From an optimization exercise on the open Yosys and OpenROAD flow, aimed at small area, a short achievable clock period and few clock cycles per item; shortcuts taken in it are not production practice.
Only the layout flow was run in this run; the RTL was not checked for function there.
Power figures rest on the tool's default switching activity, not on a simulated workload.

## flow/run.sh

```bash
#!/bin/bash
# synth_recipe.tcl (not shown) runs the flow's synth.tcl, then flattens the netlist and writes it again
# the make line also repeats each setting of config.mk as NAME=value (left out here)
make -C /OpenROAD-flow-scripts/flow DESIGN_CONFIG=/design/flow/config.mk WORK_HOME=/design/flow/orfs CLKGATE_MAP_FILE= SYNTH_SCRIPT=/design/flow/synth_recipe.tcl finish
```

## flow/config.mk

```make
export PLATFORM = sky130hd
export DESIGN_NAME = rs_parity
export DESIGN_NICKNAME = rs_parity
export VERILOG_FILES = /design/flow/design.v
export SDC_FILE = /design/flow/constraint.sdc
export NUM_CORES = 4
export LEC_CHECK = 0
export CAP_MARGIN = 20
export CORE_MARGIN = 2
export CORE_UTILIZATION = 55
export SETUP_SLACK_MARGIN = 5.0
export SLEW_MARGIN = 20
export SYNTH_HIERARCHICAL = 1
```

## flow/constraint.sdc

```tcl
create_clock -name core_clock -period 8.0 [get_ports {clk}]
set_input_delay 1.6000 -clock core_clock [delete_from_list [all_inputs] [get_ports {clk}]]
set_output_delay 1.6000 -clock core_clock [all_outputs]
set_load 0.01 [all_outputs]
```

## flow/design.v

```verilog
module gf_aside (
    input  wire [7:0]  a,
    output wire [26:0] ax
);
    function [3:0] mul_lam(input [3:0] v);
        mul_lam = {v[0] ^ v[1] ^ v[2] ^ v[3], v[1] ^ v[3], v[2], v[2] ^ v[3]};
    endfunction
    function [1:0] mul_nu(input [1:0] v);
        mul_nu = {v[1] ^ v[0], v[1]};
    endfunction
    function [2:0] ex4(input [1:0] v);
        ex4 = {v[0] ^ v[1], v[1], v[0]};
    endfunction
    function [8:0] ex16(input [3:0] v);
        ex16 = {ex4(v[3:2] ^ v[1:0]), ex4(v[1:0]), ex4(mul_nu(v[3:2]))};
    endfunction
    assign ax = {ex16(a[7:4] ^ a[3:0]), ex16(a[3:0]), ex16(mul_lam(a[7:4]))};
endmodule
module gf_aside_inv (
    input  wire [26:0] ax,
    output wire [7:0]  a
);
    wire [3:0] lo  = {ax[16:15] ^ ax[13:12], ax[13:12]};
    wire [3:0] sum = {ax[25:24] ^ ax[22:21], ax[22:21]};
    assign a = {sum ^ lo, lo};
endmodule
module gf_tap (
    input  wire [26:0] ax,
    input  wire [17:0] bx,
    output wire [7:0]  p
);
    function [1:0] m4(input [2:0] x, input [1:0] y);
        m4 = {(y[0] & x[1]) ^ (y[1] & x[2]), (y[0] & x[0]) ^ (y[1] & x[1])};
    endfunction
    function [3:0] m16(input [8:0] x, input [5:0] y);
        reg [1:0] q1, q2, q3;
        begin
            q1 = m4(x[2:0], y[1:0]);
            q2 = m4(x[5:3], y[3:2]);
            q3 = m4(x[8:6], y[5:4]);
            m16 = {q3 ^ q2, q2 ^ q1};
        end
    endfunction
    wire [3:0] p1 = m16(ax[8:0],   bx[5:0]);
    wire [3:0] p2 = m16(ax[17:9],  bx[11:6]);
    wire [3:0] p3 = m16(ax[26:18], bx[17:12]);
    assign p = {p3 ^ p2, p2 ^ p1};
endmodule
module rs_parity (
    input  wire       clk,
    input  wire       rst,
    input  wire       s_valid,
    output wire       s_ready,
    input  wire [7:0] s_data,
    input  wire       s_last,
    input  wire [4:0] ecc_len,
    output wire       m_valid,
    input  wire       m_ready,
    output wire [7:0] m_data,
    output wire       m_last
);
    localparam EMAX = 30;
    reg        in_v;        
    reg [26:0] in_dx;       
    reg        in_first;    
    reg        in_cont;     
    reg        in_last;     
    reg        inblk;       
    reg [4:0]  ecur;        
    reg [EMAX-1:0] eoh;     
    reg [8*EMAX-1:8] rem;
    reg [26:0] rem0x;
    reg        done;        
    reg [4:0]  done_e;
    reg [8*EMAX-1:0] ob;
    reg [4:0]  ob_e;        
    reg [4:0]  ob_n;        
    reg [4:0]  ob_r;        
    reg        s_ready_r, m_valid_r, m_last_r;
    reg [7:0]  m_data_r;
    wire [7:0] s_data_t, head_t, head_p, rem0;
    wire [26:0] s_data_x;
    gf_aside     u_sx  (.a(s_data_t), .ax(s_data_x));
    gf_aside_inv u_r0  (.ax(rem0x), .a(rem0));
    assign s_data_t[0] = s_data[0] ^ s_data[6];
    assign s_data_t[1] = s_data[1] ^ s_data[3];
    assign s_data_t[2] = s_data[2] ^ s_data[5] ^ s_data[7];
    assign s_data_t[3] = s_data[2] ^ s_data[3] ^ s_data[5] ^ s_data[7];
    assign s_data_t[4] = s_data[1] ^ s_data[2] ^ s_data[3] ^ s_data[6] ^ s_data[7];
    assign s_data_t[5] = s_data[2] ^ s_data[5] ^ s_data[6];
    assign s_data_t[6] = s_data[1] ^ s_data[2] ^ s_data[3] ^ s_data[4] ^ s_data[6];
    assign s_data_t[7] = s_data[5];
    assign head_p[0] = head_t[0] ^ head_t[1] ^ head_t[2] ^ head_t[4] ^ head_t[7];
    assign head_p[1] = head_t[1] ^ head_t[2] ^ head_t[3];
    assign head_p[2] = head_t[1] ^ head_t[2] ^ head_t[4] ^ head_t[5];
    assign head_p[3] = head_t[2] ^ head_t[3];
    assign head_p[4] = head_t[1] ^ head_t[5] ^ head_t[6] ^ head_t[7];
    assign head_p[5] = head_t[7];
    assign head_p[6] = head_t[1] ^ head_t[2] ^ head_t[4] ^ head_t[7];
    assign head_p[7] = head_t[1] ^ head_t[4] ^ head_t[5] ^ head_t[7];
    wire ob_free  = (ob_n == ob_e);
    wire go       = !done || ob_free;
    wire step     = in_v && go;
    wire xfer     = done && ob_free;
    wire accept   = s_valid && s_ready_r;
    wire out_fire = m_valid_r && m_ready;
    wire       in_v_n   = accept || (in_v && !step);
    wire       done_n   = (step && in_last) || (done && !xfer);
    wire [4:0] ob_e_n   = xfer ? done_e : ob_e;
    wire [4:0] ob_n_n   = xfer ? 5'd0 : ob_n + {4'd0, out_fire};
    wire [4:0] ob_r_n   = (xfer || ob_r == EMAX - 1) ? 5'd0 : ob_r + 5'd1;
    wire       ob_free_n = (ob_n_n == ob_e_n);
    assign head_t = xfer ? rem0 : ob[15:8];
    wire [18*EMAX-1:0] gtab =
        ({540{eoh[0]}} & 540'h000000000000000000000000000000000000000000000000000000000000000000000000000000000000000000000000000000000000000000000000000000000014500) |
        ({540{eoh[1]}} & 540'h000000000000000000000000000000000000000000000000000000000000000000000000000000000000000000000000000000000000000000000000000000B68179F05) |
        ({540{eoh[2]}} & 540'h00000000000000000000000000000000000000000000000000000000000000000000000000000000000000000000000000000000000000000000000000F285F11B673E8) |
        ({540{eoh[3]}} & 540'h000000000000000000000000000000000000000000000000000000000000000000000000000000000000000000000000000000000000000000000E54B5EB736E8CE816D) |
        ({540{eoh[4]}} & 540'h00000000000000000000000000000000000000000000000000000000000000000000000000000000000000000000000000000000000000000F51B3CF000DB6B7C47917C) |
        ({540{eoh[5]}} & 540'h0000000000000000000000000000000000000000000000000000000000000000000000000000000000000000000000000000000000002A889EA36E732AD168514000DB6) |
        ({540{eoh[6]}} & 540'h00000000000000000000000000000000000000000000000000000000000000000000000000000000000000000000000000000001B01B9E7036D80033CD4445CC5DB989B) |
        ({540{eoh[7]}} & 540'h00000000000000000000000000000000000000000000000000000000000000000000000000000000000000000000000000078A511B7C6EDD8F45E6E8CFC03CDB601E44F) |
        ({540{eoh[8]}} & 540'h0000000000000000000000000000000000000000000000000000000000000000000000000000000000000000000000335275005287B6033CD18B3F333CA8A8DA250AF36) |
        ({540{eoh[9]}} & 540'h0000000000000000000000000000000000000000000000000000000000000000000000000000000000000000002B3E737AD173D80451505479A11A2229EDA8CCFF00B6D) |
        ({540{eoh[10]}} & 540'h00000000000000000000000000000000000000000000000000000000000000000000000000000000000001E01E3D46F6CC5E5E9F3A1BE51A2747615B7A7F1B29B44FE76) |
        ({540{eoh[11]}} & 540'h0000000000000000000000000000000000000000000000000000000000000000000000000000000005339C5005E626F9B54DA74673E8E45F1E7808BC780A28DA87A79C0) |
        ({540{eoh[12]}} & 540'h00000000000000000000000000000000000000000000000000000000000000000000000000001EB73E40E51A393C52858A716DA3603615445B50F15445EA3688AA3CB51) |
        ({540{eoh[13]}} & 540'h0000000000000000000000000000000000000000000000000000000000000000000000009FC6C5DB388FB6D6F6E626E76FC2A2A0F14A47CB6247328F17C3F36E8CFC46D) |
        ({540{eoh[14]}} & 540'h000000000000000000000000000000000000000000000000000000000000000000033891528F39CCA47CB7903944551BE626F98A28806F6B519F69FC6E888A014514B79) |
        ({540{eoh[15]}} & 540'h0000000000000000000000000000000000000000000000000000000000000007856E702715B7AD3E2B737A2B4FB40B67F1B3CA16D47C6F3A279C02AD9CFB6216DA1E15B) |
        ({540{eoh[16]}} & 540'h000000000000000000000000000000000000000000000000000000000011440E5B89429E894DA2CD1528F0FDB98AD3ED2A7468E5401489BE76A1E7ADCD1A3953CA36A1E) |
        ({540{eoh[17]}} & 540'h0000000000000000000000000000000000000000000000000000006DB014E6D028A39CCA3E2B5BB7617CE622A879E036522A28039A11D85CFC528173DA83E702288F45E) |
        ({540{eoh[18]}} & 540'h000000000000000000000000000000000000000000000000036F0A3F9DAD9CA15151BB7614A3DB6C0B54E5B15EA1BCE2CD1E79039D8F9E214FCFC6DB0338913CA1733FC) |
        ({540{eoh[19]}} & 540'h000000000000000000000000000000000000000000000891CD49F32B9CCAE73B7C4799DE89BE79D8F9C09F3CC0168B519F679E0336E8E5B8A888A2A7B7652251E2B9E40) |
        ({540{eoh[20]}} & 540'h0000000000000000000000000000000000000000332B97913C5F396E2E76B5BCD49E89CF2A2A05F3901E7B32B9039E7CF00028A333FCE40E7C9DB78F445B683E89E82A2) |
        ({540{eoh[21]}} & 540'h000000000000000000000000000000000000F333E29C5CE24543DBB45A1B3D4CF9280A289D1D94B79F2D440E79DB93F3CC02AD9E8F14A273FC6E73C03DE3D1DBC2B32B9) |
        ({540{eoh[22]}} & 540'h00000000000000000000000000000001E6C58AD3EDE547ADCEDA0529B47CA14B7C445CF69F6440514E7C168F148B344A794E79033462A394762BC9FC6D44459E7036F0A) |
        ({540{eoh[23]}} & 540'h0000000000000000000000000006C06F6CC5539B7989B45B2A2E5B514022D943C52AD7B3D9EA0A6D188AA2DCDE168B686F3CFC3C0B6D8B96E2A0A28F14579B8BC7B3176) |
        ({540{eoh[24]}} & 540'h00000000000000000000000ACF96EDDA8D9ED8FE5429E2BCDAD3E244A6EDD9B528F3C03C445514CE7A14F27E5E17CE4AA2288FB5B291CDBA28A00894DB99DEF276FCCCF) |
        ({540{eoh[25]}} & 540'h00000000000000000050544F14AF3915B6C0DB314A3C59E7000F3C6D12BC2B66C06DBCE8DB93E29C578A522D949F97BCE45E79039A11B4F8A8E517B3B683E744F7853CA) |
        ({540{eoh[26]}} & 540'h000000000000014E6D033CF9E40CDBA0500529E5276FC173DA7476CFC3FC17915E6ED9CA6F988ACF9528F1415144550A45BA336C5A2D6C06F6CC58A7154B79B5ECF6522) |
        ({540{eoh[27]}} & 540'h00000000050050A45B6F6B4F00F3CF00AE737942859E2E626FC2B6DA879B01B9F97916CA479A393F68AD3DE50A891CE7A0F168B4F9E80228BCA1416DA00E796DE167B4A) |
        ({540{eoh[28]}} & 540'h00003C89E3F6E7903945E3EDB409C58919F62916C5E7C17CE62CD10228A816D78A50F6D47913E77B9E732914403F6E5BA33539B6853C6CF53C89EA336C05142B3E799DE) |
        ({540{eoh[29]}} & 540'h168B4A6D18859F6D809DBF00B6D6F6B799DE1629FCA1429E5367A814F2859E244F785454539B626F96D43E7A0F28F14A9EDB4F88F8AD7A7E676FC88AA3CE4514F291505);
    wire [26:0] fbx = in_dx ^ (in_cont ? rem0x : 27'd0);
    genvar k;
    wire [8*EMAX-1:0] rem_nx;
    wire [26:0] rem0x_nx;
    gf_aside u_r0x (.a(rem_nx[7:0]), .ax(rem0x_nx));
    generate
        for (k = 0; k < EMAX; k = k + 1) begin : g_tap
            wire [7:0] p;
            gf_tap u_tap (.ax(fbx), .bx(gtab[18*k +: 18]), .p(p));
            if (k < EMAX - 1) begin : g_mid
                assign rem_nx[8*k +: 8] = (in_first ? 8'd0 : rem[8*k+8 +: 8]) ^ p;
            end else begin : g_end
                assign rem_nx[8*k +: 8] = p;
            end
        end
    endgenerate
    always @(posedge clk) begin
        if (step) begin
            rem   <= rem_nx[8*EMAX-1:8];
            rem0x <= rem0x_nx;
        end
        ob <= xfer ? {rem, rem0} : {ob[7:0], ob[8*EMAX-1:8]};
        m_data_r <= head_p;
        if (step && in_last)
            done_e <= ecur;
        if (accept) begin
            in_dx    <= s_data_x;
            in_first <= !inblk;
            in_cont  <= inblk;
            in_last  <= s_last;
        end
        if (accept && !inblk) begin
            ecur <= ecc_len;
            eoh  <= (32'd1 << ecc_len) >> 1;
        end
    end
    always @(posedge clk) begin
        if (rst) begin
            in_v      <= 1'b0;
            inblk     <= 1'b0;
            done      <= 1'b0;
            ob_e      <= 5'd0;
            ob_n      <= 5'd0;
            ob_r      <= 5'd0;
            s_ready_r <= 1'b1;
            m_valid_r <= 1'b0;
            m_last_r  <= 1'b0;
        end else begin
            in_v      <= in_v_n;
            if (accept)
                inblk <= !s_last;
            done      <= done_n;
            ob_e      <= ob_e_n;
            ob_n      <= ob_n_n;
            ob_r      <= ob_r_n;
            s_ready_r <= !in_v_n || !done_n || ob_free_n;
            m_valid_r <= !ob_free_n && (ob_r_n == ob_n_n);
            m_last_r  <= (ob_n_n == ob_e_n - 5'd1);
        end
    end
    assign s_ready = s_ready_r;
    assign m_valid = m_valid_r;
    assign m_data  = m_data_r;
    assign m_last  = m_last_r;
endmodule
```

==> notes.md <==
## worst max path at each step
stage | from | endpoint
floorplan | eoh[29] | rem0x[26]
global placement | eoh[12] | rem0x[26]
detailed placement | eoh[12] | rem0x[26]
CTS | eoh[14] | rem0x[26]
## through the flow
step / area [sq um] / instances / hold WS, ns / power, mW
3_3_place_gp: 45800 / 6428 / 0.400 / 27.5
4_1_cts: 53600 / 6824 / 0.416 / 34.8
3_5_place_dp: 45800 / 6428 / 0.405 / 28.5
2_1_floorplan: 43900 / 5455 / 0.399 / 23.3
## Yosys stat by module, one instance, submodules excluded
module | area [sq um] | times used | flip-flops and latches
gf_tap | 468 | 30 | 0
rs_parity | 28400 | 1 | 597
gf_aside_inv | 100 | 1 | 0
gf_aside | 256 | 2 | 0
## synthesized netlist by cell type (12+ instances only)
| library cell | n | area [sq um] |
|---|---|---|
| inv_1 | 51 | 191 |
| nand2_1 | 1947 | 7310 |
| or4_1 | 16 | 120 |
| nand4_1 | 127 | 795 |
| nor2_1 | 262 | 983 |
| edfxtp_1 | 329 | 9880 |
| nand3_1 | 135 | 676 |
| nor3_1 | 107 | 536 |
| nand2b_1 | 239 | 1500 |
| or2_2 | 41 | 257 |
| xor2_1 | 469 | 4110 |
| xnor2_1 | 1021 | 8940 |
| nor4_1 | 37 | 231 |
| buf_1 | 13 | 48.8 |
| clkbuf_1 | 133 | 499 |
| buf_4 | 12 | 90.1 |
| dfxtp_1 | 268 | 5370 |
| nor2_2 | 14 | 87.6 |
| buf_2 | 62 | 310 |
| or3_1 | 43 | 269 |
## power groups by stage
stage	Clock (mW)	Sequential, mW	Combinational [mW]
after floorplan	0	6.83	16.5
after global placement	0	7.07	20.4
after detailed placement	0	7.17	21.3
after CTS	2.97	7.21	24.7
## cell families after synthesis
family	after synthesis	share of synthesized area, %
compound gates	28	0.430
xor+xnor	1499	30.7
fa+ha+maj	5	0.145
buf+inv	275	2.70
flops	597	35.4
mux	6	0.139
other cells	1	0.00871
simple gates	3017	30.5
## layer usage
layer  track usage (%)  GRT overflow
met1              88.3            43
met2              97.4           277
met3              80.3            63
met4              87.6           184
met5              59.0            11
## what timing repair did
action	4_1_cts
hold buffers	0
buffers inserted	265
gates resized for setup	668
pin swaps	189
gates cloned	21
setup endpoints to repair	399
==> results.yml <==
die:
  die_w_um: 284
  fp.dieH_um: 284
  fp-row-count: 102
  io-pin-count: 29
  start_util_pct: 55.6
logic_synthesis:
  syn_inst: 5428
  ys_async_sr_fraction_pct: 0
  syn_area_sq_um: 43100
  ys_warn_count: 9
  yosys_most_used_dff: "edfxtp_1"
  ys_seq_area_share_pct: 35.4
  yosys_register_bits: 597
  synth_cell_types: 55
  synth_edf_count: 329
  syn_area_per_cell_sq_um: 7.93
sta:
  grt-worst-endpoint: "rem0x[26]$_DFFE_PP_/D"
  endpoint_type: "register input"
clock_network:
  clock_sinks: 597
  cts_buffers: 59
  htree_levels: 2
  cts-root-buf: "clkbuf_16"
  clockBufferDepth: 3
place:
  post-dp-hpwl_um: 165000
  pre_cts_ws_ns: 3.32
  numPortBuffers: 28
  gp_congestion: 1.20
run_status:
  stop_stage: "5_1_grt"
  status: "stopped before the end"
  first-error: "[ERROR GRT-0232] Routing congestion too high. Check the congestion heatmap in the GUI."
global_route:
  grt-ovfl-total: 578
  grt_usage_pct: 88.2
  grt_max_degree: 233
